Background: an optimization exercise with open tools, aiming at small area, a short achievable clock period and few clock cycles. Do not read the settings as production practice. Only simulation tests tie the RTL to the original design; equivalence was not proved. Power and IR drop assume default switching activity.

## flow/design.v (module list and top-level ports; edited modules follow where they fit)
// module prvhash_round: 3168 lines
// module tango_keystream: 388 lines
module tango_keystream (
    input  wire        clk,
    input  wire        rst,           
    input  wire        in_valid,
    output wire        in_ready,
    input  wire [1:0]  in_op,         
    input  wire [63:0] in_data,
    output reg         out_valid,
    input  wire        out_ready,
    output reg  [1:0]  out_status,    
    output reg  [63:0] out_data
);
  // ...
==> flow/run.sh <==
#!/bin/bash
# synth_recipe.tcl (not shown) runs the flow's synth.tcl, then flattens the netlist and writes it again
# the make line also repeats each setting of config.mk as NAME=value (left out here)
make -C /OpenROAD-flow-scripts/flow DESIGN_CONFIG=/design/flow/config.mk WORK_HOME=/design/flow/orfs CLKGATE_MAP_FILE= SYNTH_SCRIPT=/design/flow/synth_recipe.tcl finish
==> flow/config.mk <==
export PLATFORM = sky130hd
export DESIGN_NAME = tango_keystream
export DESIGN_NICKNAME = tango_keystream
export VERILOG_FILES = /design/flow/design.v
export SDC_FILE = /design/flow/constraint.sdc
export NUM_CORES = 4
export LEC_CHECK = 0
export ABC_AREA = 1
export CAP_MARGIN = 20
export CORE_MARGIN = 2
export CORE_UTILIZATION = 45
export SLEW_MARGIN = 20
==> flow/constraint.sdc <==
create_clock -name core_clock -period 17.0 [get_ports {clk}]
set_input_delay 3.4000 -clock core_clock [delete_from_list [all_inputs] [get_ports {clk}]]
set_output_delay 3.4000 -clock core_clock [all_outputs]
set_load 0.01 [all_outputs]
==> metrics.cfg, run 1 <==
[status]
status=finished clean

[synthesis]
yosys.area_share.simple_pct=18.8
synth_edf_count=256
synth_compound_area_share_pct=18.9
synth_cells=24100
postSynth.asyncResetShare_pct=0

[final_layout]
drive_gt1_share_pct=6.01
syn_to_final_growth_pct=9.18
multi_input_comb_area_um2=104000
largest_register_ffs=1024

[cts]
clk_latency_ps=980
htreeDepth=5
clkTransAtPathRegs_ps=60
clock_path_buffers=4
cts_setup_buffers=0
cts_tree=built

[place]
io_buffers=137

[drt]
ant_nets=0
drt_first_pass_iters=7
post_drt_wl_per_cell_um=29.8

[critical_path]
crit_cells=20
crit_type=in -> reg
critPathBufInv=4

[power_and_ir_drop]
power_frac_seq_pct=48.1
peakVddDrop_uv=88.6
p_leak_uw=0.0799
sequentialPower_uw=6840

[worst_hold_path]
holdPathStages=0
hold_path.class=reg -> reg

[global_route]
met3_usage_pct=11.1

[floorplanning]
dieArea_um2=405000
taps=5265

[sta]
setup_viol=0

Testbench counts, summed over its fixed seeds: cycles 71,407.
==> inputs of run 2 (changes only) <==
--- a/flow/design.v
+++ b/flow/design.v
@@ -2,6 +2,7 @@
     input  wire        clk,
     input  wire [63:0] seed_i,
     input  wire [63:0] acc_i,
+    input  wire [95:0] benc_i,        
     input  wire [63:0] word_i,
     output wire [63:0] seed_o,
     output wire [63:0] acc_o,
@@ -10,7 +11,7 @@
 );
     localparam [63:0] K1 = 64'hAAAAAAAAAAAAAAAA;
     localparam [63:0] K2 = 64'h5555555555555555;
-    wire neg0 = acc_i[0];
+    wire neg0 = benc_i[64];
     wire pp0_0 = seed_i[0] ^ neg0;
     wire pp0_1 = seed_i[1] ^ neg0;
     wire pp0_2 = seed_i[2] ^ neg0;
@@ -75,9 +76,9 @@
     wire pp0_61 = seed_i[61] ^ neg0;
     wire pp0_62 = seed_i[62] ^ neg0;
     wire pp0_63 = seed_i[63] ^ neg0;
-    wire one1 = acc_i[1] ^ acc_i[0];
-    wire two1 = (acc_i[2] & ~acc_i[1] & ~acc_i[0]) | (~acc_i[2] & acc_i[1] & acc_i[0]);
-    wire neg1 = acc_i[2];
+    wire one1 = benc_i[1];
+    wire two1 = benc_i[33];
+    wire neg1 = benc_i[65];
     wire pp1_0 = (one1 & seed_i[0]) ^ neg1;
     wire pp1_1 = ((one1 & seed_i[1]) | (two1 & seed_i[0])) ^ neg1;
     wire pp1_2 = ((one1 & seed_i[2]) | (two1 & seed_i[1])) ^ neg1;
@@ -140,9 +141,9 @@
     wire pp1_59 = ((one1 & seed_i[59]) | (two1 & seed_i[58])) ^ neg1;
     wire pp1_60 = ((one1 & seed_i[60]) | (two1 & seed_i[59])) ^ neg1;
     wire pp1_61 = ((one1 & seed_i[61]) | (two1 & seed_i[60])) ^ neg1;
-    wire one2 = acc_i[3] ^ acc_i[2];
-    wire two2 = (acc_i[4] & ~acc_i[3] & ~acc_i[2]) | (~acc_i[4] & acc_i[3] & acc_i[2]);
-    wire neg2 = acc_i[4];
+    wire one2 = benc_i[2];
+    wire two2 = benc_i[34];
+    wire neg2 = benc_i[66];
     wire pp2_0 = (one2 & seed_i[0]) ^ neg2;
     wire pp2_1 = ((one2 & seed_i[1]) | (two2 & seed_i[0])) ^ neg2;
     wire pp2_2 = ((one2 & seed_i[2]) | (two2 & seed_i[1])) ^ neg2;
@@ -203,9 +204,9 @@
     wire pp2_57 = ((one2 & seed_i[57]) | (two2 & seed_i[56])) ^ neg2;
     wire pp2_58 = ((one2 & seed_i[58]) | (two2 & seed_i[57])) ^ neg2;
     wire pp2_59 = ((one2 & seed_i[59]) | (two2 & seed_i[58])) ^ neg2;
-    wire one3 = acc_i[5] ^ acc_i[4];
-    wire two3 = (acc_i[6] & ~acc_i[5] & ~acc_i[4]) | (~acc_i[6] & acc_i[5] & acc_i[4]);
-    wire neg3 = acc_i[6];
+    wire one3 = benc_i[3];
+    wire two3 = benc_i[35];
+    wire neg3 = benc_i[67];
     wire pp3_0 = (one3 & seed_i[0]) ^ neg3;
     wire pp3_1 = ((one3 & seed_i[1]) | (two3 & seed_i[0])) ^ neg3;
     wire pp3_2 = ((one3 & seed_i[2]) | (two3 & seed_i[1])) ^ neg3;
@@ -264,9 +265,9 @@
     wire pp3_55 = ((one3 & seed_i[55]) | (two3 & seed_i[54])) ^ neg3;
     wire pp3_56 = ((one3 & seed_i[56]) | (two3 & seed_i[55])) ^ neg3;
     wire pp3_57 = ((one3 & seed_i[57]) | (two3 & seed_i[56])) ^ neg3;
-    wire one4 = acc_i[7] ^ acc_i[6];
-    wire two4 = (acc_i[8] & ~acc_i[7] & ~acc_i[6]) | (~acc_i[8] & acc_i[7] & acc_i[6]);
-    wire neg4 = acc_i[8];
+    wire one4 = benc_i[4];
+    wire two4 = benc_i[36];
+    wire neg4 = benc_i[68];
     wire pp4_0 = (one4 & seed_i[0]) ^ neg4;
     wire pp4_1 = ((one4 & seed_i[1]) | (two4 & seed_i[0])) ^ neg4;
     wire pp4_2 = ((one4 & seed_i[2]) | (two4 & seed_i[1])) ^ neg4;
@@ -323,9 +324,9 @@
     wire pp4_53 = ((one4 & seed_i[53]) | (two4 & seed_i[52])) ^ neg4;
     wire pp4_54 = ((one4 & seed_i[54]) | (two4 & seed_i[53])) ^ neg4;
     wire pp4_55 = ((one4 & seed_i[55]) | (two4 & seed_i[54])) ^ neg4;
-    wire one5 = acc_i[9] ^ acc_i[8];
-    wire two5 = (acc_i[10] & ~acc_i[9] & ~acc_i[8]) | (~acc_i[10] & acc_i[9] & acc_i[8]);
-    wire neg5 = acc_i[10];
+    wire one5 = benc_i[5];
+    wire two5 = benc_i[37];
+    wire neg5 = benc_i[69];
     wire pp5_0 = (one5 & seed_i[0]) ^ neg5;
     wire pp5_1 = ((one5 & seed_i[1]) | (two5 & seed_i[0])) ^ neg5;
     wire pp5_2 = ((one5 & seed_i[2]) | (two5 & seed_i[1])) ^ neg5;
@@ -380,9 +381,9 @@
     wire pp5_51 = ((one5 & seed_i[51]) | (two5 & seed_i[50])) ^ neg5;
     wire pp5_52 = ((one5 & seed_i[52]) | (two5 & seed_i[51])) ^ neg5;
     wire pp5_53 = ((one5 & seed_i[53]) | (two5 & seed_i[52])) ^ neg5;
-    wire one6 = acc_i[11] ^ acc_i[10];
-    wire two6 = (acc_i[12] & ~acc_i[11] & ~acc_i[10]) | (~acc_i[12] & acc_i[11] & acc_i[10]);
-    wire neg6 = acc_i[12];
+    wire one6 = benc_i[6];
+    wire two6 = benc_i[38];
+    wire neg6 = benc_i[70];
     wire pp6_0 = (one6 & seed_i[0]) ^ neg6;
     wire pp6_1 = ((one6 & seed_i[1]) | (two6 & seed_i[0])) ^ neg6;
     wire pp6_2 = ((one6 & seed_i[2]) | (two6 & seed_i[1])) ^ neg6;
@@ -435,9 +436,9 @@
     wire pp6_49 = ((one6 & seed_i[49]) | (two6 & seed_i[48])) ^ neg6;
     wire pp6_50 = ((one6 & seed_i[50]) | (two6 & seed_i[49])) ^ neg6;
     wire pp6_51 = ((one6 & seed_i[51]) | (two6 & seed_i[50])) ^ neg6;
-    wire one7 = acc_i[13] ^ acc_i[12];
-    wire two7 = (acc_i[14] & ~acc_i[13] & ~acc_i[12]) | (~acc_i[14] & acc_i[13] & acc_i[12]);
-    wire neg7 = acc_i[14];
+    wire one7 = benc_i[7];
+    wire two7 = benc_i[39];
+    wire neg7 = benc_i[71];
     wire pp7_0 = (one7 & seed_i[0]) ^ neg7;
     wire pp7_1 = ((one7 & seed_i[1]) | (two7 & seed_i[0])) ^ neg7;
     wire pp7_2 = ((one7 & seed_i[2]) | (two7 & seed_i[1])) ^ neg7;
@@ -488,9 +489,9 @@
     wire pp7_47 = ((one7 & seed_i[47]) | (two7 & seed_i[46])) ^ neg7;
     wire pp7_48 = ((one7 & seed_i[48]) | (two7 & seed_i[47])) ^ neg7;
     wire pp7_49 = ((one7 & seed_i[49]) | (two7 & seed_i[48])) ^ neg7;
-    wire one8 = acc_i[15] ^ acc_i[14];
-    wire two8 = (acc_i[16] & ~acc_i[15] & ~acc_i[14]) | (~acc_i[16] & acc_i[15] & acc_i[14]);
-    wire neg8 = acc_i[16];
+    wire one8 = benc_i[8];
+    wire two8 = benc_i[40];
+    wire neg8 = benc_i[72];
     wire pp8_0 = (one8 & seed_i[0]) ^ neg8;
     wire pp8_1 = ((one8 & seed_i[1]) | (two8 & seed_i[0])) ^ neg8;
     wire pp8_2 = ((one8 & seed_i[2]) | (two8 & seed_i[1])) ^ neg8;
@@ -539,9 +540,9 @@
     wire pp8_45 = ((one8 & seed_i[45]) | (two8 & seed_i[44])) ^ neg8;
     wire pp8_46 = ((one8 & seed_i[46]) | (two8 & seed_i[45])) ^ neg8;
     wire pp8_47 = ((one8 & seed_i[47]) | (two8 & seed_i[46])) ^ neg8;
-    wire one9 = acc_i[17] ^ acc_i[16];
-    wire two9 = (acc_i[18] & ~acc_i[17] & ~acc_i[16]) | (~acc_i[18] & acc_i[17] & acc_i[16]);
-    wire neg9 = acc_i[18];
+    wire one9 = benc_i[9];
+    wire two9 = benc_i[41];
+    wire neg9 = benc_i[73];
     wire pp9_0 = (one9 & seed_i[0]) ^ neg9;
     wire pp9_1 = ((one9 & seed_i[1]) | (two9 & seed_i[0])) ^ neg9;
     wire pp9_2 = ((one9 & seed_i[2]) | (two9 & seed_i[1])) ^ neg9;
@@ -588,9 +589,9 @@
     wire pp9_43 = ((one9 & seed_i[43]) | (two9 & seed_i[42])) ^ neg9;
     wire pp9_44 = ((one9 & seed_i[44]) | (two9 & seed_i[43])) ^ neg9;
     wire pp9_45 = ((one9 & seed_i[45]) | (two9 & seed_i[44])) ^ neg9;
-    wire one10 = acc_i[19] ^ acc_i[18];
-    wire two10 = (acc_i[20] & ~acc_i[19] & ~acc_i[18]) | (~acc_i[20] & acc_i[19] & acc_i[18]);
-    wire neg10 = acc_i[20];
+    wire one10 = benc_i[10];
+    wire two10 = benc_i[42];
+    wire neg10 = benc_i[74];
     wire pp10_0 = (one10 & seed_i[0]) ^ neg10;
     wire pp10_1 = ((one10 & seed_i[1]) | (two10 & seed_i[0])) ^ neg10;
     wire pp10_2 = ((one10 & seed_i[2]) | (two10 & seed_i[1])) ^ neg10;
@@ -635,9 +636,9 @@
     wire pp10_41 = ((one10 & seed_i[41]) | (two10 & seed_i[40])) ^ neg10;
     wire pp10_42 = ((one10 & seed_i[42]) | (two10 & seed_i[41])) ^ neg10;
     wire pp10_43 = ((one10 & seed_i[43]) | (two10 & seed_i[42])) ^ neg10;
-    wire one11 = acc_i[21] ^ acc_i[20];
-    wire two11 = (acc_i[22] & ~acc_i[21] & ~acc_i[20]) | (~acc_i[22] & acc_i[21] & acc_i[20]);
-    wire neg11 = acc_i[22];
+    wire one11 = benc_i[11];
+    wire two11 = benc_i[43];
+    wire neg11 = benc_i[75];
     wire pp11_0 = (one11 & seed_i[0]) ^ neg11;
     wire pp11_1 = ((one11 & seed_i[1]) | (two11 & seed_i[0])) ^ neg11;
     wire pp11_2 = ((one11 & seed_i[2]) | (two11 & seed_i[1])) ^ neg11;
@@ -680,9 +681,9 @@
     wire pp11_39 = ((one11 & seed_i[39]) | (two11 & seed_i[38])) ^ neg11;
     wire pp11_40 = ((one11 & seed_i[40]) | (two11 & seed_i[39])) ^ neg11;
     wire pp11_41 = ((one11 & seed_i[41]) | (two11 & seed_i[40])) ^ neg11;
-    wire one12 = acc_i[23] ^ acc_i[22];
-    wire two12 = (acc_i[24] & ~acc_i[23] & ~acc_i[22]) | (~acc_i[24] & acc_i[23] & acc_i[22]);
-    wire neg12 = acc_i[24];
+    wire one12 = benc_i[12];
+    wire two12 = benc_i[44];
+    wire neg12 = benc_i[76];
     wire pp12_0 = (one12 & seed_i[0]) ^ neg12;
     wire pp12_1 = ((one12 & seed_i[1]) | (two12 & seed_i[0])) ^ neg12;
     wire pp12_2 = ((one12 & seed_i[2]) | (two12 & seed_i[1])) ^ neg12;
@@ -723,9 +724,9 @@
     wire pp12_37 = ((one12 & seed_i[37]) | (two12 & seed_i[36])) ^ neg12;
     wire pp12_38 = ((one12 & seed_i[38]) | (two12 & seed_i[37])) ^ neg12;
     wire pp12_39 = ((one12 & seed_i[39]) | (two12 & seed_i[38])) ^ neg12;
-    wire one13 = acc_i[25] ^ acc_i[24];
-    wire two13 = (acc_i[26] & ~acc_i[25] & ~acc_i[24]) | (~acc_i[26] & acc_i[25] & acc_i[24]);
-    wire neg13 = acc_i[26];
+    wire one13 = benc_i[13];
+    wire two13 = benc_i[45];
+    wire neg13 = benc_i[77];
     wire pp13_0 = (one13 & seed_i[0]) ^ neg13;
     wire pp13_1 = ((one13 & seed_i[1]) | (two13 & seed_i[0])) ^ neg13;
     wire pp13_2 = ((one13 & seed_i[2]) | (two13 & seed_i[1])) ^ neg13;
@@ -764,9 +765,9 @@
     wire pp13_35 = ((one13 & seed_i[35]) | (two13 & seed_i[34])) ^ neg13;
     wire pp13_36 = ((one13 & seed_i[36]) | (two13 & seed_i[35])) ^ neg13;
     wire pp13_37 = ((one13 & seed_i[37]) | (two13 & seed_i[36])) ^ neg13;
-    wire one14 = acc_i[27] ^ acc_i[26];
-    wire two14 = (acc_i[28] & ~acc_i[27] & ~acc_i[26]) | (~acc_i[28] & acc_i[27] & acc_i[26]);
-    wire neg14 = acc_i[28];
+    wire one14 = benc_i[14];
+    wire two14 = benc_i[46];
+    wire neg14 = benc_i[78];
     wire pp14_0 = (one14 & seed_i[0]) ^ neg14;
     wire pp14_1 = ((one14 & seed_i[1]) | (two14 & seed_i[0])) ^ neg14;
     wire pp14_2 = ((one14 & seed_i[2]) | (two14 & seed_i[1])) ^ neg14;
@@ -803,9 +804,9 @@
     wire pp14_33 = ((one14 & seed_i[33]) | (two14 & seed_i[32])) ^ neg14;
     wire pp14_34 = ((one14 & seed_i[34]) | (two14 & seed_i[33])) ^ neg14;
     wire pp14_35 = ((one14 & seed_i[35]) | (two14 & seed_i[34])) ^ neg14;
-    wire one15 = acc_i[29] ^ acc_i[28];
-    wire two15 = (acc_i[30] & ~acc_i[29] & ~acc_i[28]) | (~acc_i[30] & acc_i[29] & acc_i[28]);
-    wire neg15 = acc_i[30];
+    wire one15 = benc_i[15];
+    wire two15 = benc_i[47];
+    wire neg15 = benc_i[79];
     wire pp15_0 = (one15 & seed_i[0]) ^ neg15;
     wire pp15_1 = ((one15 & seed_i[1]) | (two15 & seed_i[0])) ^ neg15;
     wire pp15_2 = ((one15 & seed_i[2]) | (two15 & seed_i[1])) ^ neg15;
@@ -840,9 +841,9 @@
     wire pp15_31 = ((one15 & seed_i[31]) | (two15 & seed_i[30])) ^ neg15;
     wire pp15_32 = ((one15 & seed_i[32]) | (two15 & seed_i[31])) ^ neg15;
     wire pp15_33 = ((one15 & seed_i[33]) | (two15 & seed_i[32])) ^ neg15;
-    wire one16 = acc_i[31] ^ acc_i[30];
-    wire two16 = (acc_i[32] & ~acc_i[31] & ~acc_i[30]) | (~acc_i[32] & acc_i[31] & acc_i[30]);
-    wire neg16 = acc_i[32];
+    wire one16 = benc_i[16];
+    wire two16 = benc_i[48];
+    wire neg16 = benc_i[80];
     wire pp16_0 = (one16 & seed_i[0]) ^ neg16;
     wire pp16_1 = ((one16 & seed_i[1]) | (two16 & seed_i[0])) ^ neg16;
     wire pp16_2 = ((one16 & seed_i[2]) | (two16 & seed_i[1])) ^ neg16;
@@ -875,9 +876,9 @@
     wire pp16_29 = ((one16 & seed_i[29]) | (two16 & seed_i[28])) ^ neg16;
     wire pp16_30 = ((one16 & seed_i[30]) | (two16 & seed_i[29])) ^ neg16;
     wire pp16_31 = ((one16 & seed_i[31]) | (two16 & seed_i[30])) ^ neg16;
-    wire one17 = acc_i[33] ^ acc_i[32];
-    wire two17 = (acc_i[34] & ~acc_i[33] & ~acc_i[32]) | (~acc_i[34] & acc_i[33] & acc_i[32]);
-    wire neg17 = acc_i[34];
+    wire one17 = benc_i[17];
+    wire two17 = benc_i[49];
+    wire neg17 = benc_i[81];
     wire pp17_0 = (one17 & seed_i[0]) ^ neg17;
     wire pp17_1 = ((one17 & seed_i[1]) | (two17 & seed_i[0])) ^ neg17;
     wire pp17_2 = ((one17 & seed_i[2]) | (two17 & seed_i[1])) ^ neg17;
@@ -908,9 +909,9 @@
     wire pp17_27 = ((one17 & seed_i[27]) | (two17 & seed_i[26])) ^ neg17;
     wire pp17_28 = ((one17 & seed_i[28]) | (two17 & seed_i[27])) ^ neg17;
     wire pp17_29 = ((one17 & seed_i[29]) | (two17 & seed_i[28])) ^ neg17;
-    wire one18 = acc_i[35] ^ acc_i[34];
-    wire two18 = (acc_i[36] & ~acc_i[35] & ~acc_i[34]) | (~acc_i[36] & acc_i[35] & acc_i[34]);
-    wire neg18 = acc_i[36];
+    wire one18 = benc_i[18];
+    wire two18 = benc_i[50];
+    wire neg18 = benc_i[82];
     wire pp18_0 = (one18 & seed_i[0]) ^ neg18;
     wire pp18_1 = ((one18 & seed_i[1]) | (two18 & seed_i[0])) ^ neg18;
     wire pp18_2 = ((one18 & seed_i[2]) | (two18 & seed_i[1])) ^ neg18;
@@ -939,9 +940,9 @@
     wire pp18_25 = ((one18 & seed_i[25]) | (two18 & seed_i[24])) ^ neg18;
     wire pp18_26 = ((one18 & seed_i[26]) | (two18 & seed_i[25])) ^ neg18;
     wire pp18_27 = ((one18 & seed_i[27]) | (two18 & seed_i[26])) ^ neg18;
-    wire one19 = acc_i[37] ^ acc_i[36];
-    wire two19 = (acc_i[38] & ~acc_i[37] & ~acc_i[36]) | (~acc_i[38] & acc_i[37] & acc_i[36]);
-    wire neg19 = acc_i[38];
+    wire one19 = benc_i[19];
+    wire two19 = benc_i[51];
+    wire neg19 = benc_i[83];
     wire pp19_0 = (one19 & seed_i[0]) ^ neg19;
     wire pp19_1 = ((one19 & seed_i[1]) | (two19 & seed_i[0])) ^ neg19;
     wire pp19_2 = ((one19 & seed_i[2]) | (two19 & seed_i[1])) ^ neg19;
@@ -968,9 +969,9 @@
     wire pp19_23 = ((one19 & seed_i[23]) | (two19 & seed_i[22])) ^ neg19;
     wire pp19_24 = ((one19 & seed_i[24]) | (two19 & seed_i[23])) ^ neg19;
     wire pp19_25 = ((one19 & seed_i[25]) | (two19 & seed_i[24])) ^ neg19;
-    wire one20 = acc_i[39] ^ acc_i[38];
-    wire two20 = (acc_i[40] & ~acc_i[39] & ~acc_i[38]) | (~acc_i[40] & acc_i[39] & acc_i[38]);
-    wire neg20 = acc_i[40];
+    wire one20 = benc_i[20];
+    wire two20 = benc_i[52];
+    wire neg20 = benc_i[84];
     wire pp20_0 = (one20 & seed_i[0]) ^ neg20;
     wire pp20_1 = ((one20 & seed_i[1]) | (two20 & seed_i[0])) ^ neg20;
     wire pp20_2 = ((one20 & seed_i[2]) | (two20 & seed_i[1])) ^ neg20;
@@ -995,9 +996,9 @@
     wire pp20_21 = ((one20 & seed_i[21]) | (two20 & seed_i[20])) ^ neg20;
     wire pp20_22 = ((one20 & seed_i[22]) | (two20 & seed_i[21])) ^ neg20;
     wire pp20_23 = ((one20 & seed_i[23]) | (two20 & seed_i[22])) ^ neg20;
-    wire one21 = acc_i[41] ^ acc_i[40];
-    wire two21 = (acc_i[42] & ~acc_i[41] & ~acc_i[40]) | (~acc_i[42] & acc_i[41] & acc_i[40]);
-    wire neg21 = acc_i[42];
+    wire one21 = benc_i[21];
+    wire two21 = benc_i[53];
+    wire neg21 = benc_i[85];
     wire pp21_0 = (one21 & seed_i[0]) ^ neg21;
     wire pp21_1 = ((one21 & seed_i[1]) | (two21 & seed_i[0])) ^ neg21;
     wire pp21_2 = ((one21 & seed_i[2]) | (two21 & seed_i[1])) ^ neg21;
@@ -1020,9 +1021,9 @@
     wire pp21_19 = ((one21 & seed_i[19]) | (two21 & seed_i[18])) ^ neg21;
     wire pp21_20 = ((one21 & seed_i[20]) | (two21 & seed_i[19])) ^ neg21;
     wire pp21_21 = ((one21 & seed_i[21]) | (two21 & seed_i[20])) ^ neg21;
-    wire one22 = acc_i[43] ^ acc_i[42];
-    wire two22 = (acc_i[44] & ~acc_i[43] & ~acc_i[42]) | (~acc_i[44] & acc_i[43] & acc_i[42]);
-    wire neg22 = acc_i[44];
+    wire one22 = benc_i[22];
+    wire two22 = benc_i[54];
+    wire neg22 = benc_i[86];
     wire pp22_0 = (one22 & seed_i[0]) ^ neg22;
     wire pp22_1 = ((one22 & seed_i[1]) | (two22 & seed_i[0])) ^ neg22;
     wire pp22_2 = ((one22 & seed_i[2]) | (two22 & seed_i[1])) ^ neg22;
@@ -1043,9 +1044,9 @@
     wire pp22_17 = ((one22 & seed_i[17]) | (two22 & seed_i[16])) ^ neg22;
     wire pp22_18 = ((one22 & seed_i[18]) | (two22 & seed_i[17])) ^ neg22;
     wire pp22_19 = ((one22 & seed_i[19]) | (two22 & seed_i[18])) ^ neg22;
-    wire one23 = acc_i[45] ^ acc_i[44];
-    wire two23 = (acc_i[46] & ~acc_i[45] & ~acc_i[44]) | (~acc_i[46] & acc_i[45] & acc_i[44]);
-    wire neg23 = acc_i[46];
+    wire one23 = benc_i[23];
+    wire two23 = benc_i[55];
+    wire neg23 = benc_i[87];
     wire pp23_0 = (one23 & seed_i[0]) ^ neg23;
     wire pp23_1 = ((one23 & seed_i[1]) | (two23 & seed_i[0])) ^ neg23;
     wire pp23_2 = ((one23 & seed_i[2]) | (two23 & seed_i[1])) ^ neg23;
@@ -1064,9 +1065,9 @@
     wire pp23_15 = ((one23 & seed_i[15]) | (two23 & seed_i[14])) ^ neg23;
     wire pp23_16 = ((one23 & seed_i[16]) | (two23 & seed_i[15])) ^ neg23;
     wire pp23_17 = ((one23 & seed_i[17]) | (two23 & seed_i[16])) ^ neg23;
-    wire one24 = acc_i[47] ^ acc_i[46];
-    wire two24 = (acc_i[48] & ~acc_i[47] & ~acc_i[46]) | (~acc_i[48] & acc_i[47] & acc_i[46]);
-    wire neg24 = acc_i[48];
+    wire one24 = benc_i[24];
+    wire two24 = benc_i[56];
+    wire neg24 = benc_i[88];
     wire pp24_0 = (one24 & seed_i[0]) ^ neg24;
     wire pp24_1 = ((one24 & seed_i[1]) | (two24 & seed_i[0])) ^ neg24;
     wire pp24_2 = ((one24 & seed_i[2]) | (two24 & seed_i[1])) ^ neg24;
@@ -1083,9 +1084,9 @@
     wire pp24_13 = ((one24 & seed_i[13]) | (two24 & seed_i[12])) ^ neg24;
     wire pp24_14 = ((one24 & seed_i[14]) | (two24 & seed_i[13])) ^ neg24;
     wire pp24_15 = ((one24 & seed_i[15]) | (two24 & seed_i[14])) ^ neg24;
-    wire one25 = acc_i[49] ^ acc_i[48];
-    wire two25 = (acc_i[50] & ~acc_i[49] & ~acc_i[48]) | (~acc_i[50] & acc_i[49] & acc_i[48]);
-    wire neg25 = acc_i[50];
+    wire one25 = benc_i[25];
+    wire two25 = benc_i[57];
+    wire neg25 = benc_i[89];
     wire pp25_0 = (one25 & seed_i[0]) ^ neg25;
     wire pp25_1 = ((one25 & seed_i[1]) | (two25 & seed_i[0])) ^ neg25;
     wire pp25_2 = ((one25 & seed_i[2]) | (two25 & seed_i[1])) ^ neg25;
@@ -1100,9 +1101,9 @@
     wire pp25_11 = ((one25 & seed_i[11]) | (two25 & seed_i[10])) ^ neg25;
     wire pp25_12 = ((one25 & seed_i[12]) | (two25 & seed_i[11])) ^ neg25;
     wire pp25_13 = ((one25 & seed_i[13]) | (two25 & seed_i[12])) ^ neg25;
-    wire one26 = acc_i[51] ^ acc_i[50];
-    wire two26 = (acc_i[52] & ~acc_i[51] & ~acc_i[50]) | (~acc_i[52] & acc_i[51] & acc_i[50]);
-    wire neg26 = acc_i[52];
+    wire one26 = benc_i[26];
+    wire two26 = benc_i[58];
+    wire neg26 = benc_i[90];
     wire pp26_0 = (one26 & seed_i[0]) ^ neg26;
     wire pp26_1 = ((one26 & seed_i[1]) | (two26 & seed_i[0])) ^ neg26;
     wire pp26_2 = ((one26 & seed_i[2]) | (two26 & seed_i[1])) ^ neg26;
@@ -1115,9 +1116,9 @@
     wire pp26_9 = ((one26 & seed_i[9]) | (two26 & seed_i[8])) ^ neg26;
     wire pp26_10 = ((one26 & seed_i[10]) | (two26 & seed_i[9])) ^ neg26;
     wire pp26_11 = ((one26 & seed_i[11]) | (two26 & seed_i[10])) ^ neg26;
-    wire one27 = acc_i[53] ^ acc_i[52];
-    wire two27 = (acc_i[54] & ~acc_i[53] & ~acc_i[52]) | (~acc_i[54] & acc_i[53] & acc_i[52]);
-    wire neg27 = acc_i[54];
+    wire one27 = benc_i[27];
+    wire two27 = benc_i[59];
+    wire neg27 = benc_i[91];
     wire pp27_0 = (one27 & seed_i[0]) ^ neg27;
     wire pp27_1 = ((one27 & seed_i[1]) | (two27 & seed_i[0])) ^ neg27;
     wire pp27_2 = ((one27 & seed_i[2]) | (two27 & seed_i[1])) ^ neg27;
@@ -1128,9 +1129,9 @@
     wire pp27_7 = ((one27 & seed_i[7]) | (two27 & seed_i[6])) ^ neg27;
     wire pp27_8 = ((one27 & seed_i[8]) | (two27 & seed_i[7])) ^ neg27;
     wire pp27_9 = ((one27 & seed_i[9]) | (two27 & seed_i[8])) ^ neg27;
-    wire one28 = acc_i[55] ^ acc_i[54];
-    wire two28 = (acc_i[56] & ~acc_i[55] & ~acc_i[54]) | (~acc_i[56] & acc_i[55] & acc_i[54]);
-    wire neg28 = acc_i[56];
+    wire one28 = benc_i[28];
+    wire two28 = benc_i[60];
+    wire neg28 = benc_i[92];
     wire pp28_0 = (one28 & seed_i[0]) ^ neg28;
     wire pp28_1 = ((one28 & seed_i[1]) | (two28 & seed_i[0])) ^ neg28;
     wire pp28_2 = ((one28 & seed_i[2]) | (two28 & seed_i[1])) ^ neg28;
@@ -1139,25 +1140,25 @@
     wire pp28_5 = ((one28 & seed_i[5]) | (two28 & seed_i[4])) ^ neg28;
     wire pp28_6 = ((one28 & seed_i[6]) | (two28 & seed_i[5])) ^ neg28;
     wire pp28_7 = ((one28 & seed_i[7]) | (two28 & seed_i[6])) ^ neg28;
-    wire one29 = acc_i[57] ^ acc_i[56];
-    wire two29 = (acc_i[58] & ~acc_i[57] & ~acc_i[56]) | (~acc_i[58] & acc_i[57] & acc_i[56]);
-    wire neg29 = acc_i[58];
+    wire one29 = benc_i[29];
+    wire two29 = benc_i[61];
+    wire neg29 = benc_i[93];
     wire pp29_0 = (one29 & seed_i[0]) ^ neg29;
     wire pp29_1 = ((one29 & seed_i[1]) | (two29 & seed_i[0])) ^ neg29;
     wire pp29_2 = ((one29 & seed_i[2]) | (two29 & seed_i[1])) ^ neg29;
     wire pp29_3 = ((one29 & seed_i[3]) | (two29 & seed_i[2])) ^ neg29;
     wire pp29_4 = ((one29 & seed_i[4]) | (two29 & seed_i[3])) ^ neg29;
     wire pp29_5 = ((one29 & seed_i[5]) | (two29 & seed_i[4])) ^ neg29;
-    wire one30 = acc_i[59] ^ acc_i[58];
-    wire two30 = (acc_i[60] & ~acc_i[59] & ~acc_i[58]) | (~acc_i[60] & acc_i[59] & acc_i[58]);
-    wire neg30 = acc_i[60];
+    wire one30 = benc_i[30];
+    wire two30 = benc_i[62];
+    wire neg30 = benc_i[94];
     wire pp30_0 = (one30 & seed_i[0]) ^ neg30;
     wire pp30_1 = ((one30 & seed_i[1]) | (two30 & seed_i[0])) ^ neg30;
     wire pp30_2 = ((one30 & seed_i[2]) | (two30 & seed_i[1])) ^ neg30;
     wire pp30_3 = ((one30 & seed_i[3]) | (two30 & seed_i[2])) ^ neg30;
-    wire one31 = acc_i[61] ^ acc_i[60];
-    wire two31 = (acc_i[62] & ~acc_i[61] & ~acc_i[60]) | (~acc_i[62] & acc_i[61] & acc_i[60]);
-    wire neg31 = acc_i[62];
+    wire one31 = benc_i[31];
+    wire two31 = benc_i[63];
+    wire neg31 = benc_i[95];
     wire pp31_0 = (one31 & seed_i[0]) ^ neg31;
     wire pp31_1 = ((one31 & seed_i[1]) | (two31 & seed_i[0])) ^ neg31;
     wire hs1 = pp0_54 ^ neg27;
@@ -2960,212 +2961,111 @@
     wire fc1798 = (fs1675 & fs1677) | (fs1675 & fc1672) | (fs1677 & fc1672);
     wire fs1799 = fs1679 ^ fs1681 ^ fc1676;
     wire fc1800 = (fs1679 & fs1681) | (fs1679 & fc1676) | (fs1681 & fc1676);
-    wire hs1801 = pp0_2 ^ neg1;
-    wire hc1802 = pp0_2 & neg1;
-    wire hs1803 = pp0_3 ^ pp1_1;
-    wire hc1804 = pp0_3 & pp1_1;
-    wire fs1805 = pp1_2 ^ pp2_0 ^ hs1683;
-    wire fc1806 = (pp1_2 & pp2_0) | (pp1_2 & hs1683) | (pp2_0 & hs1683);
-    wire fs1807 = pp2_1 ^ hs1685 ^ hc1684;
-    wire fc1808 = (pp2_1 & hs1685) | (pp2_1 & hc1684) | (hs1685 & hc1684);
-    wire fs1809 = hs1459 ^ fs1687 ^ hc1686;
-    wire fc1810 = (hs1459 & fs1687) | (hs1459 & hc1686) | (fs1687 & hc1686);
-    wire fs1811 = hc1460 ^ fs1689 ^ fc1688;
-    wire fc1812 = (hc1460 & fs1689) | (hc1460 & fc1688) | (fs1689 & fc1688);
-    wire fs1813 = hc1462 ^ fs1691 ^ fc1690;
-    wire fc1814 = (hc1462 & fs1691) | (hc1462 & fc1690) | (fs1691 & fc1690);
-    wire fs1815 = hc1466 ^ fs1693 ^ fc1692;
-    wire fc1816 = (hc1466 & fs1693) | (hc1466 & fc1692) | (fs1693 & fc1692);
-    wire fs1817 = hc1470 ^ fs1695 ^ fc1694;
-    wire fc1818 = (hc1470 & fs1695) | (hc1470 & fc1694) | (fs1695 & fc1694);
-    wire fs1819 = fc1474 ^ fs1697 ^ fc1696;
-    wire fc1820 = (fc1474 & fs1697) | (fc1474 & fc1696) | (fs1697 & fc1696);
-    wire fs1821 = fc1478 ^ fs1699 ^ fc1698;
-    wire fc1822 = (fc1478 & fs1699) | (fc1478 & fc1698) | (fs1699 & fc1698);
-    wire fs1823 = fc1482 ^ fs1701 ^ fc1700;
-    wire fc1824 = (fc1482 & fs1701) | (fc1482 & fc1700) | (fs1701 & fc1700);
-    wire fs1825 = fc1486 ^ fs1703 ^ fc1702;
-    wire fc1826 = (fc1486 & fs1703) | (fc1486 & fc1702) | (fs1703 & fc1702);
-    wire fs1827 = fc1490 ^ fs1705 ^ fc1704;
-    wire fc1828 = (fc1490 & fs1705) | (fc1490 & fc1704) | (fs1705 & fc1704);
-    wire fs1829 = fc1494 ^ fs1707 ^ fc1706;
-    wire fc1830 = (fc1494 & fs1707) | (fc1494 & fc1706) | (fs1707 & fc1706);
-    wire fs1831 = fc1498 ^ fs1709 ^ fc1708;
-    wire fc1832 = (fc1498 & fs1709) | (fc1498 & fc1708) | (fs1709 & fc1708);
-    wire fs1833 = fc1502 ^ fs1711 ^ fc1710;
-    wire fc1834 = (fc1502 & fs1711) | (fc1502 & fc1710) | (fs1711 & fc1710);
-    wire fs1835 = fc1506 ^ fs1713 ^ fc1712;
-    wire fc1836 = (fc1506 & fs1713) | (fc1506 & fc1712) | (fs1713 & fc1712);
-    wire fs1837 = fc1510 ^ fs1715 ^ fc1714;
-    wire fc1838 = (fc1510 & fs1715) | (fc1510 & fc1714) | (fs1715 & fc1714);
-    wire fs1839 = fc1514 ^ fs1717 ^ fc1716;
-    wire fc1840 = (fc1514 & fs1717) | (fc1514 & fc1716) | (fs1717 & fc1716);
-    wire fs1841 = fc1518 ^ fs1719 ^ fc1718;
-    wire fc1842 = (fc1518 & fs1719) | (fc1518 & fc1718) | (fs1719 & fc1718);
-    wire fs1843 = fc1522 ^ fs1721 ^ fc1720;
-    wire fc1844 = (fc1522 & fs1721) | (fc1522 & fc1720) | (fs1721 & fc1720);
-    wire fs1845 = fc1526 ^ fs1723 ^ fc1722;
-    wire fc1846 = (fc1526 & fs1723) | (fc1526 & fc1722) | (fs1723 & fc1722);
-    wire fs1847 = fc1530 ^ fs1725 ^ fc1724;
-    wire fc1848 = (fc1530 & fs1725) | (fc1530 & fc1724) | (fs1725 & fc1724);
-    wire fs1849 = fc1534 ^ fs1727 ^ fc1726;
-    wire fc1850 = (fc1534 & fs1727) | (fc1534 & fc1726) | (fs1727 & fc1726);
-    wire fs1851 = fc1538 ^ fs1729 ^ fc1728;
-    wire fc1852 = (fc1538 & fs1729) | (fc1538 & fc1728) | (fs1729 & fc1728);
-    wire fs1853 = fc1542 ^ fs1731 ^ fc1730;
-    wire fc1854 = (fc1542 & fs1731) | (fc1542 & fc1730) | (fs1731 & fc1730);
-    wire fs1855 = fc1546 ^ fs1733 ^ fc1732;
-    wire fc1856 = (fc1546 & fs1733) | (fc1546 & fc1732) | (fs1733 & fc1732);
-    wire fs1857 = fc1550 ^ fs1735 ^ fc1734;
-    wire fc1858 = (fc1550 & fs1735) | (fc1550 & fc1734) | (fs1735 & fc1734);
-    wire fs1859 = fc1554 ^ fs1737 ^ fc1736;
-    wire fc1860 = (fc1554 & fs1737) | (fc1554 & fc1736) | (fs1737 & fc1736);
-    wire fs1861 = fc1558 ^ fs1739 ^ fc1738;
-    wire fc1862 = (fc1558 & fs1739) | (fc1558 & fc1738) | (fs1739 & fc1738);
-    wire fs1863 = fc1562 ^ fs1741 ^ fc1740;
-    wire fc1864 = (fc1562 & fs1741) | (fc1562 & fc1740) | (fs1741 & fc1740);
-    wire fs1865 = fc1566 ^ fs1743 ^ fc1742;
-    wire fc1866 = (fc1566 & fs1743) | (fc1566 & fc1742) | (fs1743 & fc1742);
-    wire fs1867 = fc1570 ^ fs1745 ^ fc1744;
-    wire fc1868 = (fc1570 & fs1745) | (fc1570 & fc1744) | (fs1745 & fc1744);
-    wire fs1869 = fc1574 ^ fs1747 ^ fc1746;
-    wire fc1870 = (fc1574 & fs1747) | (fc1574 & fc1746) | (fs1747 & fc1746);
-    wire fs1871 = fc1578 ^ fs1749 ^ fc1748;
-    wire fc1872 = (fc1578 & fs1749) | (fc1578 & fc1748) | (fs1749 & fc1748);
-    wire fs1873 = fc1582 ^ fs1751 ^ fc1750;
-    wire fc1874 = (fc1582 & fs1751) | (fc1582 & fc1750) | (fs1751 & fc1750);
-    wire fs1875 = fc1586 ^ fs1753 ^ fc1752;
-    wire fc1876 = (fc1586 & fs1753) | (fc1586 & fc1752) | (fs1753 & fc1752);
-    wire fs1877 = fc1590 ^ fs1755 ^ fc1754;
-    wire fc1878 = (fc1590 & fs1755) | (fc1590 & fc1754) | (fs1755 & fc1754);
-    wire fs1879 = fc1594 ^ fs1757 ^ fc1756;
-    wire fc1880 = (fc1594 & fs1757) | (fc1594 & fc1756) | (fs1757 & fc1756);
-    wire fs1881 = fc1598 ^ fs1759 ^ fc1758;
-    wire fc1882 = (fc1598 & fs1759) | (fc1598 & fc1758) | (fs1759 & fc1758);
-    wire fs1883 = fc1602 ^ fs1761 ^ fc1760;
-    wire fc1884 = (fc1602 & fs1761) | (fc1602 & fc1760) | (fs1761 & fc1760);
-    wire fs1885 = fc1606 ^ fs1763 ^ fc1762;
-    wire fc1886 = (fc1606 & fs1763) | (fc1606 & fc1762) | (fs1763 & fc1762);
-    wire fs1887 = fc1610 ^ fs1765 ^ fc1764;
-    wire fc1888 = (fc1610 & fs1765) | (fc1610 & fc1764) | (fs1765 & fc1764);
-    wire fs1889 = fc1614 ^ fs1767 ^ fc1766;
-    wire fc1890 = (fc1614 & fs1767) | (fc1614 & fc1766) | (fs1767 & fc1766);
-    wire fs1891 = fc1618 ^ fs1769 ^ fc1768;
-    wire fc1892 = (fc1618 & fs1769) | (fc1618 & fc1768) | (fs1769 & fc1768);
-    wire fs1893 = fc1622 ^ fs1771 ^ fc1770;
-    wire fc1894 = (fc1622 & fs1771) | (fc1622 & fc1770) | (fs1771 & fc1770);
-    wire fs1895 = fc1626 ^ fs1773 ^ fc1772;
-    wire fc1896 = (fc1626 & fs1773) | (fc1626 & fc1772) | (fs1773 & fc1772);
-    wire fs1897 = fc1630 ^ fs1775 ^ fc1774;
-    wire fc1898 = (fc1630 & fs1775) | (fc1630 & fc1774) | (fs1775 & fc1774);
-    wire fs1899 = fc1634 ^ fs1777 ^ fc1776;
-    wire fc1900 = (fc1634 & fs1777) | (fc1634 & fc1776) | (fs1777 & fc1776);
-    wire fs1901 = fc1638 ^ fs1779 ^ fc1778;
-    wire fc1902 = (fc1638 & fs1779) | (fc1638 & fc1778) | (fs1779 & fc1778);
-    wire fs1903 = fc1642 ^ fs1781 ^ fc1780;
-    wire fc1904 = (fc1642 & fs1781) | (fc1642 & fc1780) | (fs1781 & fc1780);
-    wire fs1905 = fc1646 ^ fs1783 ^ fc1782;
-    wire fc1906 = (fc1646 & fs1783) | (fc1646 & fc1782) | (fs1783 & fc1782);
-    wire fs1907 = fc1650 ^ fs1785 ^ fc1784;
-    wire fc1908 = (fc1650 & fs1785) | (fc1650 & fc1784) | (fs1785 & fc1784);
-    wire fs1909 = fc1654 ^ fs1787 ^ fc1786;
-    wire fc1910 = (fc1654 & fs1787) | (fc1654 & fc1786) | (fs1787 & fc1786);
-    wire fs1911 = fc1658 ^ fs1789 ^ fc1788;
-    wire fc1912 = (fc1658 & fs1789) | (fc1658 & fc1788) | (fs1789 & fc1788);
-    wire fs1913 = fc1662 ^ fs1791 ^ fc1790;
-    wire fc1914 = (fc1662 & fs1791) | (fc1662 & fc1790) | (fs1791 & fc1790);
-    wire fs1915 = fc1666 ^ fs1793 ^ fc1792;
-    wire fc1916 = (fc1666 & fs1793) | (fc1666 & fc1792) | (fs1793 & fc1792);
-    wire fs1917 = fc1670 ^ fs1795 ^ fc1794;
-    wire fc1918 = (fc1670 & fs1795) | (fc1670 & fc1794) | (fs1795 & fc1794);
-    wire fs1919 = fc1674 ^ fs1797 ^ fc1796;
-    wire fc1920 = (fc1674 & fs1797) | (fc1674 & fc1796) | (fs1797 & fc1796);
-    wire fs1921 = fc1678 ^ fs1799 ^ fc1798;
-    wire fc1922 = (fc1678 & fs1799) | (fc1678 & fc1798) | (fs1799 & fc1798);
-    wire px1923 = pp0_63 ^ pp1_61;
-    wire px1924 = pp2_59 ^ pp3_57;
-    wire px1925 = pp4_55 ^ pp5_53;
-    wire px1926 = pp6_51 ^ pp7_49;
-    wire px1927 = pp8_47 ^ pp9_45;
-    wire px1928 = pp10_43 ^ pp11_41;
-    wire px1929 = pp12_39 ^ pp13_37;
-    wire px1930 = pp14_35 ^ pp15_33;
-    wire px1931 = pp16_31 ^ pp17_29;
-    wire px1932 = pp18_27 ^ pp19_25;
-    wire px1933 = pp20_23 ^ pp21_21;
-    wire px1934 = pp22_19 ^ pp23_17;
-    wire px1935 = pp24_15 ^ pp25_13;
-    wire px1936 = pp26_11 ^ pp27_9;
-    wire px1937 = pp28_7 ^ pp29_5;
-    wire px1938 = pp30_3 ^ pp31_1;
-    wire px1939 = fc42 ^ fc44;
-    wire px1940 = fc46 ^ fc48;
-    wire px1941 = hc50 ^ fc376;
-    wire px1942 = fc378 ^ fc380;
-    wire px1943 = fc382 ^ fc384;
-    wire px1944 = fc386 ^ fc388;
-    wire px1945 = fc390 ^ fc392;
-    wire px1946 = fc790 ^ fc792;
-    wire px1947 = fc794 ^ fc796;
-    wire px1948 = fc798 ^ fc800;
-    wire px1949 = fc1146 ^ fc1148;
-    wire px1950 = fc1150 ^ fc1152;
-    wire px1951 = fc1454 ^ fc1456;
-    wire px1952 = fc1458 ^ fc1680;
-    wire px1953 = fc1682 ^ px1923;
-    wire px1954 = px1924 ^ px1925;
-    wire px1955 = px1926 ^ px1927;
-    wire px1956 = px1928 ^ px1929;
-    wire px1957 = px1930 ^ px1931;
-    wire px1958 = px1932 ^ px1933;
-    wire px1959 = px1934 ^ px1935;
-    wire px1960 = px1936 ^ px1937;
-    wire px1961 = px1938 ^ px1939;
-    wire px1962 = px1940 ^ px1941;
-    wire px1963 = px1942 ^ px1943;
-    wire px1964 = px1944 ^ px1945;
-    wire px1965 = px1946 ^ px1947;
-    wire px1966 = px1948 ^ px1949;
-    wire px1967 = px1950 ^ px1951;
-    wire px1968 = px1952 ^ px1953;
-    wire px1969 = px1954 ^ px1955;
-    wire px1970 = px1956 ^ px1957;
-    wire px1971 = px1958 ^ px1959;
-    wire px1972 = px1960 ^ px1961;
-    wire px1973 = px1962 ^ px1963;
-    wire px1974 = px1964 ^ px1965;
-    wire px1975 = px1966 ^ px1967;
-    wire px1976 = px1968 ^ px1969;
-    wire px1977 = px1970 ^ px1971;
-    wire px1978 = px1972 ^ px1973;
-    wire px1979 = px1974 ^ px1975;
-    wire px1980 = px1976 ^ px1977;
-    wire px1981 = px1978 ^ px1979;
-    wire px1982 = px1980 ^ px1981;
-    wire [63:0] row_a = {px1982, fs1921, fs1919, fs1917, fs1915, fs1913, fs1911, fs1909, fs1907, fs1905, fs1903, fs1901, fs1899, fs1897, fs1895, fs1893, fs1891, fs1889, fs1887, fs1885, fs1883, fs1881, fs1879, fs1877, fs1875, fs1873, fs1871, fs1869, fs1867, fs1865, fs1863, fs1861, fs1859, fs1857, fs1855, fs1853, fs1851, fs1849, fs1847, fs1845, fs1843, fs1841, fs1839, fs1837, fs1835, fs1833, fs1831, fs1829, fs1827, fs1825, fs1823, fs1821, fs1819, fs1817, fs1815, fs1813, fs1811, fs1809, fs1807, fs1805, hs1803, pp1_0, pp0_1, neg0};
-    wire [63:0] row_b = {fc1800, fc1920, fc1918, fc1916, fc1914, fc1912, fc1910, fc1908, fc1906, fc1904, fc1902, fc1900, fc1898, fc1896, fc1894, fc1892, fc1890, fc1888, fc1886, fc1884, fc1882, fc1880, fc1878, fc1876, fc1874, fc1872, fc1870, fc1868, fc1866, fc1864, fc1862, fc1860, fc1858, fc1856, fc1854, fc1852, fc1850, fc1848, fc1846, fc1844, fc1842, fc1840, fc1838, fc1836, fc1834, fc1832, fc1830, fc1828, fc1826, fc1824, fc1822, fc1820, fc1818, fc1816, fc1814, fc1812, fc1810, fc1808, fc1806, hc1804, hc1802, hs1801, 1'b0, pp0_0};
-    wire        rc63  = fc1922;
+    wire px1801 = pp0_63 ^ pp1_61;
+    wire px1802 = pp2_59 ^ pp3_57;
+    wire px1803 = pp4_55 ^ pp5_53;
+    wire px1804 = pp6_51 ^ pp7_49;
+    wire px1805 = pp8_47 ^ pp9_45;
+    wire px1806 = pp10_43 ^ pp11_41;
+    wire px1807 = pp12_39 ^ pp13_37;
+    wire px1808 = pp14_35 ^ pp15_33;
+    wire px1809 = pp16_31 ^ pp17_29;
+    wire px1810 = pp18_27 ^ pp19_25;
+    wire px1811 = pp20_23 ^ pp21_21;
+    wire px1812 = pp22_19 ^ pp23_17;
+    wire px1813 = pp24_15 ^ pp25_13;
+    wire px1814 = pp26_11 ^ pp27_9;
+    wire px1815 = pp28_7 ^ pp29_5;
+    wire px1816 = pp30_3 ^ pp31_1;
+    wire px1817 = fc42 ^ fc44;
+    wire px1818 = fc46 ^ fc48;
+    wire px1819 = hc50 ^ fc376;
+    wire px1820 = fc378 ^ fc380;
+    wire px1821 = fc382 ^ fc384;
+    wire px1822 = fc386 ^ fc388;
+    wire px1823 = fc390 ^ fc392;
+    wire px1824 = fc790 ^ fc792;
+    wire px1825 = fc794 ^ fc796;
+    wire px1826 = fc798 ^ fc800;
+    wire px1827 = fc1146 ^ fc1148;
+    wire px1828 = fc1150 ^ fc1152;
+    wire px1829 = fc1454 ^ fc1456;
+    wire px1830 = fc1458 ^ px1801;
+    wire px1831 = px1802 ^ px1803;
+    wire px1832 = px1804 ^ px1805;
+    wire px1833 = px1806 ^ px1807;
+    wire px1834 = px1808 ^ px1809;
+    wire px1835 = px1810 ^ px1811;
+    wire px1836 = px1812 ^ px1813;
+    wire px1837 = px1814 ^ px1815;
+    wire px1838 = px1816 ^ px1817;
+    wire px1839 = px1818 ^ px1819;
+    wire px1840 = px1820 ^ px1821;
+    wire px1841 = px1822 ^ px1823;
+    wire px1842 = px1824 ^ px1825;
+    wire px1843 = px1826 ^ px1827;
+    wire px1844 = px1828 ^ px1829;
+    wire px1845 = px1830 ^ px1831;
+    wire px1846 = px1832 ^ px1833;
+    wire px1847 = px1834 ^ px1835;
+    wire px1848 = px1836 ^ px1837;
+    wire px1849 = px1838 ^ px1839;
+    wire px1850 = px1840 ^ px1841;
+    wire px1851 = px1842 ^ px1843;
+    wire px1852 = px1844 ^ px1845;
+    wire px1853 = px1846 ^ px1847;
+    wire px1854 = px1848 ^ px1849;
+    wire px1855 = px1850 ^ px1851;
+    wire px1856 = px1852 ^ px1853;
+    wire px1857 = px1854 ^ px1855;
+    wire px1858 = px1856 ^ px1857;
+    wire px1859 = fc1680 ^ fc1682;
+    wire [63:0] row_a = {px1858, fc1678, fc1674, fc1670, fc1666, fc1662, fc1658, fc1654, fc1650, fc1646, fc1642, fc1638, fc1634, fc1630, fc1626, fc1622, fc1618, fc1614, fc1610, fc1606, fc1602, fc1598, fc1594, fc1590, fc1586, fc1582, fc1578, fc1574, fc1570, fc1566, fc1562, fc1558, fc1554, fc1550, fc1546, fc1542, fc1538, fc1534, fc1530, fc1526, fc1522, fc1518, fc1514, fc1510, fc1506, fc1502, fc1498, fc1494, fc1490, fc1486, fc1482, fc1478, fc1474, hc1470, hc1466, hc1462, hc1460, hs1459, pp2_1, pp1_2, pp0_3, pp0_2, pp0_1, neg0};
+    wire [63:0] row_b = {px1859, fs1799, fs1797, fs1795, fs1793, fs1791, fs1789, fs1787, fs1785, fs1783, fs1781, fs1779, fs1777, fs1775, fs1773, fs1771, fs1769, fs1767, fs1765, fs1763, fs1761, fs1759, fs1757, fs1755, fs1753, fs1751, fs1749, fs1747, fs1745, fs1743, fs1741, fs1739, fs1737, fs1735, fs1733, fs1731, fs1729, fs1727, fs1725, fs1723, fs1721, fs1719, fs1717, fs1715, fs1713, fs1711, fs1709, fs1707, fs1705, fs1703, fs1701, fs1699, fs1697, fs1695, fs1693, fs1691, fs1689, fs1687, hs1685, pp2_0, pp1_1, neg1, 1'b0, pp0_0};
+    wire [63:0] row_c = {1'b0, fc1798, fc1796, fc1794, fc1792, fc1790, fc1788, fc1786, fc1784, fc1782, fc1780, fc1778, fc1776, fc1774, fc1772, fc1770, fc1768, fc1766, fc1764, fc1762, fc1760, fc1758, fc1756, fc1754, fc1752, fc1750, fc1748, fc1746, fc1744, fc1742, fc1740, fc1738, fc1736, fc1734, fc1732, fc1730, fc1728, fc1726, fc1724, fc1722, fc1720, fc1718, fc1716, fc1714, fc1712, fc1710, fc1708, fc1706, fc1704, fc1702, fc1700, fc1698, fc1696, fc1694, fc1692, fc1690, fc1688, hc1686, hc1684, hs1683, 1'b0, pp1_0, 1'b0, 1'b0};
+    wire        rc63  = fc1800;
     wire [63:0] wk    = word_i + K1;
     reg  [63:0] ra_q, rb_q, acc_q, wk_q;
     reg         rc_q;
+    reg  [63:0] rcr_q;
     always @(posedge clk) begin
         ra_q  <= row_a;
         rc_q  <= rc63;
         rb_q  <= row_b;
+        rcr_q <= row_c;
         acc_q <= acc_i;
         wk_q  <= wk;
     end
     wire [63:0] ra_x  = {ra_q[63] ^ rc_q, ra_q[62:0]};
-    wire [63:0] seed1 = ra_x + rb_q;
+    wire [63:0] r3_s  = ra_x ^ rb_q ^ rcr_q;
+    wire [63:0] r3_c  = (ra_x & rb_q) | (ra_x & rcr_q) | (rb_q & rcr_q);
+    wire [63:0] r3_b  = {r3_c[62:0], 1'b0};
+    wire [63:0] seed1 = r3_s + r3_b;
     wire [63:0] rs    = {seed1[31:0], seed1[63:32]};
     assign word_o = wk_q + rs;
     wire [63:0] acc_k = acc_q + K2;
-    wire [63:0] cs_s  = acc_k ^ ra_x ^ rb_q;
-    wire [63:0] cs_c  = (acc_k & ra_x) | (acc_k & rb_q) | (ra_x & rb_q);
+    wire [63:0] cs_s  = acc_k ^ r3_s ^ r3_b;
+    wire [63:0] cs_c  = (acc_k & r3_s) | (acc_k & r3_b) | (r3_s & r3_b);
     assign acc_o  = cs_s + {cs_c[62:0], 1'b0};
     assign seed_o = seed1 ^ word_o;
     assign out_o  = acc_o ^ rs;
 endmodule
+module prvhash_benc (
+    input  wire [63:0] acc_i,
+    output wire [95:0] benc_o
+);
+    wire [64:0] m = {acc_i, 1'b1};    
+    wire [65:0] mx = {m, 1'b0};      
+    genvar i;
+    generate
+        for (i = 0; i < 32; i = i + 1) begin : g_dig
+            wire b2 = mx[2*i+2], b1 = mx[2*i+1], b0 = mx[2*i];
+            assign benc_o[i]      = b1 ^ b0;
+            assign benc_o[32 + i] = (b2 & ~b1 & ~b0) | (~b2 & b1 & b0);
+            assign benc_o[64 + i] = b2;
+        end
+    endgenerate
+endmodule
 module tango_keystream (
     input  wire        clk,
     input  wire        rst,           
@@ -3211,6 +3111,7 @@
     reg [3:0]  ecnt;
     reg [2:0]  slot;
     reg [63:0] op_seed, op_acc, op_word;    
+    reg [95:0] op_benc;           
     reg [2:0]  eph_n, slot_n;
     reg [3:0]  ecnt_n;
     reg [4:0]  osel_n;            
@@ -3225,14 +3126,12 @@
     reg [1:0]  s2_lane;
     reg        s2_turn;
     integer i;
-    wire clear    = rst || clr_q;
+    wire clear    = clr_q;
     wire out_free = !out_valid || out_ready;
     wire key_done = (kcnt == key_n);
     wire s2_t1    = s2_v && (s2_kind != R_LANE);
-    wire busy     = (eph != E_IDLE) && (eph != E_TURN);
-    assign in_ready = (cst == C_KEY) ||
-                      ((cst == C_IV) && (eph == E_IV) && !iv_go) ||
-                      ((cst == C_IDLE) && !busy && !pend_v && !sk_v);
+    reg  rdy;                     
+    assign in_ready = rdy;
     wire acc_cmd = in_valid && in_ready;
     wire idle_cmd = acc_cmd && (cst == C_IDLE);
     wire [7:0] key_len = in_data[7:0];
@@ -3283,7 +3182,7 @@
     wire [63:0] r_seed_o, r_acc_o, r_word_o, r_out;
     prvhash_round u_round (
         .clk(clk),
-        .seed_i(op_seed), .acc_i(op_acc), .word_i(op_word),
+        .seed_i(op_seed), .acc_i(op_acc), .benc_i(op_benc), .word_i(op_word),
         .seed_o(r_seed_o), .acc_o(r_acc_o), .word_o(r_word_o), .out_o(r_out)
     );
     wire wb_t1   = s2_v && (s2_kind != R_LANE);
@@ -3340,7 +3239,7 @@
             end
             for (i = 0; i < 5; i = i + 1) sr_d[i] = 64'd0;
         end
-        if (key_take && (kcnt == 5'd0) && !rst) tseed_d = in_data;
+        if (key_take && (kcnt == 5'd0)) tseed_d = in_data;
     end
     always @(posedge clk) begin
         tseed <= tseed_d;
@@ -3368,13 +3267,17 @@
             end
         end
     end
+    wire [63:0] op_acc_n = ({64{osel_n[0]}} & tacc_d)     | ({64{osel_n[1]}} & facc_d[0]) |
+                           ({64{osel_n[2]}} & facc_d[1])  | ({64{osel_n[3]}} & facc_d[2]) |
+                           ({64{osel_n[4]}} & facc_d[3]);
+    wire [95:0] op_benc_n;
+    prvhash_benc u_benc (.acc_i(op_acc_n), .benc_o(op_benc_n));
     always @(posedge clk) begin
         op_seed <= ({64{osel_n[0]}} & tseed_d)    | ({64{osel_n[1]}} & fseed_d[0]) |
                    ({64{osel_n[2]}} & fseed_d[1]) | ({64{osel_n[3]}} & fseed_d[2]) |
                    ({64{osel_n[4]}} & fseed_d[3]);
-        op_acc  <= ({64{osel_n[0]}} & tacc_d)     | ({64{osel_n[1]}} & facc_d[0]) |
-                   ({64{osel_n[2]}} & facc_d[1])  | ({64{osel_n[3]}} & facc_d[2]) |
-                   ({64{osel_n[4]}} & facc_d[3]);
+        op_acc  <= op_acc_n;
+        op_benc <= op_benc_n;
         op_word <= ({64{osel_n[0]}} & tring_d[0]) | ({64{osel_n[1]}} & sr_d[0]) |
                    ({64{osel_n[2]}} & sr_d[1])    | ({64{osel_n[3]}} & sr_d[2]) |
                    ({64{osel_n[4]}} & sr_d[3]);
@@ -3474,9 +3377,42 @@
             rsp_st = ST_OK;
         end
     end
+    reg [1:0] cst_n;
+    reg       iv_go_n, pend_v_n, sk_v_n;
+    always @* begin
+        cst_n = cst;
+        if (do_cinit) cst_n = C_KEY;
+        if (key_take && (kcnt == key_n - 5'd1)) cst_n = (iv_n == 4'd0) ? C_IDLE : C_IV;
+        if (iv_take && (ivcnt == iv_n - 4'd1)) cst_n = C_IDLE;
+        iv_go_n = iv_go;
+        if (iv_take) iv_go_n = 1'b1;
+        else if (iss && (eph == E_IV)) iv_go_n = 1'b0;
+        pend_v_n = pend_v;
+        sk_v_n   = sk_v;
+        if (kw_use)                   pend_v_n = 1'b0;
+        else if (do_cxor)             pend_v_n = 1'b1;
+        else if (rsp)                 sk_v_n   = !out_free;
+        else if (sk_v && out_free)    sk_v_n   = 1'b0;
+        if (rst) begin
+            cst_n    = C_IDLE;
+            iv_go_n  = 1'b0;
+            pend_v_n = 1'b0;
+            sk_v_n   = 1'b0;
+        end
+    end
+    wire busy_n = (eph_n != E_IDLE) && (eph_n != E_TURN);
+    wire rdy_n  = (cst_n == C_KEY) ||
+                  ((cst_n == C_IV) && (eph_n == E_IV) && !iv_go_n) ||
+                  ((cst_n == C_IDLE) && !busy_n && !pend_v_n && !sk_v_n);
+    always @(posedge clk) begin
+        rdy    <= rdy_n;
+        cst    <= cst_n;
+        iv_go  <= iv_go_n;
+        pend_v <= pend_v_n;
+        sk_v   <= sk_v_n;
+    end
     always @(posedge clk) begin
         if (rst) begin
-            cst       <= C_IDLE;
             eph       <= E_IDLE;
             keyed     <= 1'b0;
             key_n     <= 5'd0;
@@ -3485,11 +3421,8 @@
             ivcnt     <= 4'd0;
             ecnt      <= 4'd0;
             slot      <= 3'd0;
-            iv_go     <= 1'b0;
-            clr_q     <= 1'b0;
-            pend_v    <= 1'b0;
+            clr_q     <= 1'b1;
             pend      <= 64'd0;
-            sk_v      <= 1'b0;
             sk_st     <= 2'd0;
             s2_v      <= 1'b0;
             s2_kind   <= 2'd0;
@@ -3510,31 +3443,24 @@
                 kcnt  <= 5'd0;
                 ivcnt <= 4'd0;
                 keyed <= 1'b0;
-                cst   <= C_KEY;
             end
             if (do_cfin) keyed <= 1'b0;
             if (key_take) begin
                 kcnt <= kcnt + 5'd1;
-                if (kcnt == key_n - 5'd1) cst <= (iv_n == 4'd0) ? C_IDLE : C_IV;
             end
             if (iv_take) begin
                 ivcnt <= ivcnt + 4'd1;
-                iv_go <= 1'b1;
-                if (ivcnt == iv_n - 4'd1) cst <= C_IDLE;
             end
             eph  <= eph_n;
             slot <= slot_n;
             ecnt <= ecnt_n;
-            if (iss && (eph == E_IV)) iv_go <= 1'b0;
             if (iss && (eph == E_PRIME) && (slot == 3'd4) && (ecnt == 4'd14)) keyed <= 1'b1;
             if (out_valid && out_ready) out_valid <= 1'b0;
             if (kw_use) begin
                 out_valid  <= 1'b1;
                 out_status <= ST_OK;
                 out_data   <= (pend_v ? pend : in_data) ^ kw_word;
-                pend_v     <= 1'b0;
             end else if (do_cxor) begin
-                pend_v <= 1'b1;
                 pend   <= in_data;
             end else if (rsp) begin
                 if (out_free) begin
@@ -3542,14 +3468,12 @@
                     out_status <= rsp_st;
                     out_data   <= 64'd0;
                 end else begin
-                    sk_v  <= 1'b1;
                     sk_st <= rsp_st;
                 end
             end else if (sk_v && out_free) begin
                 out_valid  <= 1'b1;
                 out_status <= sk_st;
                 out_data   <= 64'd0;
-                sk_v       <= 1'b0;
             end
         end
     end
==> flow/flow/run.sh (new file) <==
#!/bin/bash
set -euo pipefail
MARGIN=11.5
bash standard.sh SETUP_SLACK_MARGIN=$MARGIN finish > standard.log 2>&1
==> flow/standard.sh (new file) <==
#!/bin/bash
# synth_recipe.tcl (not shown) runs the flow's synth.tcl, then flattens the netlist and writes it again
# the make line also repeats each setting of config.mk as NAME=value (left out here)
make -C /OpenROAD-flow-scripts/flow DESIGN_CONFIG=/design/flow/config.mk WORK_HOME=/design/flow/orfs CLKGATE_MAP_FILE= SYNTH_SCRIPT=/design/flow/synth_recipe.tcl "${@:-finish}"
--- a/flow/config.mk
+++ b/flow/config.mk
@@ -8,5 +8,5 @@
 export ABC_AREA = 1
 export CAP_MARGIN = 20
 export CORE_MARGIN = 2
-export CORE_UTILIZATION = 45
+export CORE_UTILIZATION = 38
 export SLEW_MARGIN = 20
removed: flow/run.sh
==> metrics.cfg, run 2 <==
[status]
status=finished clean

[final_layout]
multi_input_comb_area_um2=114000  ; +10%
largest_register_ffs=1024  ; unchanged
final_common_cell=nand2_1
syn_to_final_growth_pct=19.0
regMostFlops=tring
drive_gt1_share_pct=15.6  ; +9.6 points
finalNonFillerCells=31100

[sta]
fin_skew_ps=103
fin_tns_setup_ps=0
finalHoldViolCount=0
relSlewSlack_pct=1.08
drv_slew=0
setup_viol=0  ; unchanged
max_freq_mhz=180

[synthesis]
synth_area_um2=184000
avgSynthCellArea_um2=7.51
yosys_warnings=10
yosysMostFrequentCell=nand2_1
synth_seq_area_share_pct=33.9
synth_top_area_share_pct=29.7
synth.distinct_cells=67
synth_cells=24500  ; +1.8%
synth_edf_count=256  ; unchanged
postSynth.asyncResetShare_pct=0  ; unchanged
synth_top_cells_by_count=4993 x nand2_1, 2982 x inv_1, 2735 x dfxtp_1, 1839 x o21ai_0, 1441 x nor2_1
yosysTopAreaCell=dfxtp_1

[critical_path]
rr_endpoint=u_round.rb_q[50]$_DFF_P_
ff2ff_setup_slack_ps=11430
path_delay_family=adder cells
reg2regPathDepth=14
crit_type=reg -> reg
cpMaxStageDelayCell=fa_1
cp.arrival_ps=6510
cp-end-kind=register
critPathBufInv=6  ; +2
path_cells=clkinv_2 > buf_4 > buf_6 > o22ai_1 > xor2_1 > fa_1 > inv_1 > fa_1 > fa_1 > inv_1 > fa_1 > inv_1 > fa_1 > fa_1
startpoint_type=register
timing.rr.start=op_benc[38]$_DFF_P_
crit_cells=14  ; -30%
critPathMaxFanout=27
slowest_delay_ps=680

[worst_hold_path]
hold_path.class=reg -> reg
holdCritStartpoint=op_acc[51]$_DFF_P_
holdPathStages=0  ; unchanged
min_to=u_round.acc_q[51]$_DFF_P_

[cts]
cts_tree=built
htreeDepth=5  ; unchanged
clk_latency_ps=1040  ; +60 ps
cts_root_buf=clkbuf_16
clock_path_buffers=4  ; unchanged
clkTransAtPathRegs_ps=60  ; about the same

[floorplanning]
dieArea_um2=490000  ; +21%
core_um2=482000
die_w_um=700

[power_and_ir_drop]
peakVddDrop_uv=81.2  ; -8.3%
p_leak_uw=0.0921  ; +15%
power_uw=15200

[global_route]
grt_pass1_wl_um=1290000
grt_usage_pct=36.6
gr-total-overflow=0
antenna_found_initial=74

[drt]
drt-initial-drc-count=27400
ant_nets=0  ; unchanged
viasPerCell=5.99
drt_first_pass_iters=13  ; +6
drc_errors=0
wirelength_um=940000
post_drt_wl_per_cell_um=30.2  ; +1.5%

[place]
io_buffers=137  ; unchanged
place_congestion=1.11

-- run 2: cell count changes after synthesis, sizes merged, moves of 94 or more --
cell / change
nor2: -196
dfxtp: +122
a21oi: +136
o21ai: -297
inv: +273
nand3: +307
clkbuf: -94
-- run 2: cell families (layout without fill, tap and decap cells) --
| family | count (synthesis) | after routing | synth area share, % |
|---|---|---|---|
| and+or+nand+nor | 8321 | 8327 | 18.7 |
| AOI/OAI and AO/OA | 5732 | 5732 | 18.2 |
| buffers and inverters | 4729 | 4814 | 9.75 |
| DFF | 2991 | 2991 | 33.9 |
| xor gates and xnor gates | 1493 | 1493 | 7.10 |
| adders and majority gates | 1242 | 1242 | 12.3 |
| muxes | 2 | 2 | 0.0109 |
| other | 0 | 59 | 0 |
-- run 2: timing repair --
action | in CTS | in global routing
pin swaps | 269 | 406
setup endpoints to repair | 1633 | 1216
gates cloned | 28 | 7
resized for setup | 1770 | 1178
setup buffers | 273 | 210
hold endpoints to repair | 0 | 0
-- run 2: worst max-delay path by stage --
stage,to,slack (ps)
floorplan,op_word[31]$_DFF_P_,11500
global placement,op_word[57]$_DFF_P_,8180
detailed placement,op_word[52]$_DFF_P_,8200
CTS,op_seed[51]$_DFF_P_,11440
global route,op_seed[31]$_DFF_P_,11360
finish,u_round.rb_q[50]$_DFF_P_,11430
-- run 2: metrics by stage --
stage	hold slack [ps]	util, %	instance area, µm²
floorplan	310	-	184000
global placement	313	39.6	191000
detailed placement	313	39.7	191000
CTS	327	44.1	213000
global route	336	45.4	219000
finish	328	45.4	219000
-- run 2: report_power, final --
part	leakage (µW)	internal (µW)	total [µW]	switching, µW
Sequential	0.0247	7120	7130	8.69
Clock	0.00563	4360	7690	3320
Combinational	0.0618	58.5	343	284
-- run 2: cell type report --
class,count,area share [%]
Multi-Input combinational cell,16800,52.2
Clock buffer,511,4.60
Timing Repair Buffer,1095,4.83
Sequential cell,2991,28.5
Inverter,3094,5.49
Timing Repair inverter,3,0.0154
Clock inverter,111,0.623
Tap cell,6425,3.67
Antenna cell,59,0.0674
-- run 2: metal layers --
metal | track usage, % | share of wire [%] | up-vias
met5 | 0.176 | 0.038 | -
met4 | 29.9 | 10 | 40
met3 | 12.4 | 13 | 3740
met2 | 51.0 | 40 | 12900
met1 | 45.5 | 37 | 89400
li1 | - | - | 80200
Testbench counts of run 2, summed over its fixed seeds: cycles 71,407.

-- what the ideal ports hide --
In the flow no input, the clock included, has a driving cell. The finished layouts below were timed again as built, in two steps.
Step 1 sets driving cells, clkbuf_16 on the clock port and buf_2 on the other inputs (assumed; they add their load-dependent delay and slew).
Step 2, shift: input delay + t, output delay - t, t = (earliest + latest rising clock arrival at the registers) / 2. This alone moves slack from input paths to output paths.
Slacks: ideal / step 1 / step 2; pairs: ideal / step 1.
run | t (ns) | setup WS [ns]
run 1 | 1.045 | 8.721 / 8.798 / 7.753
run 2 | 1.112 | 11.430 / 11.430 / 10.465
After both steps every run listed still meets setup and hold.
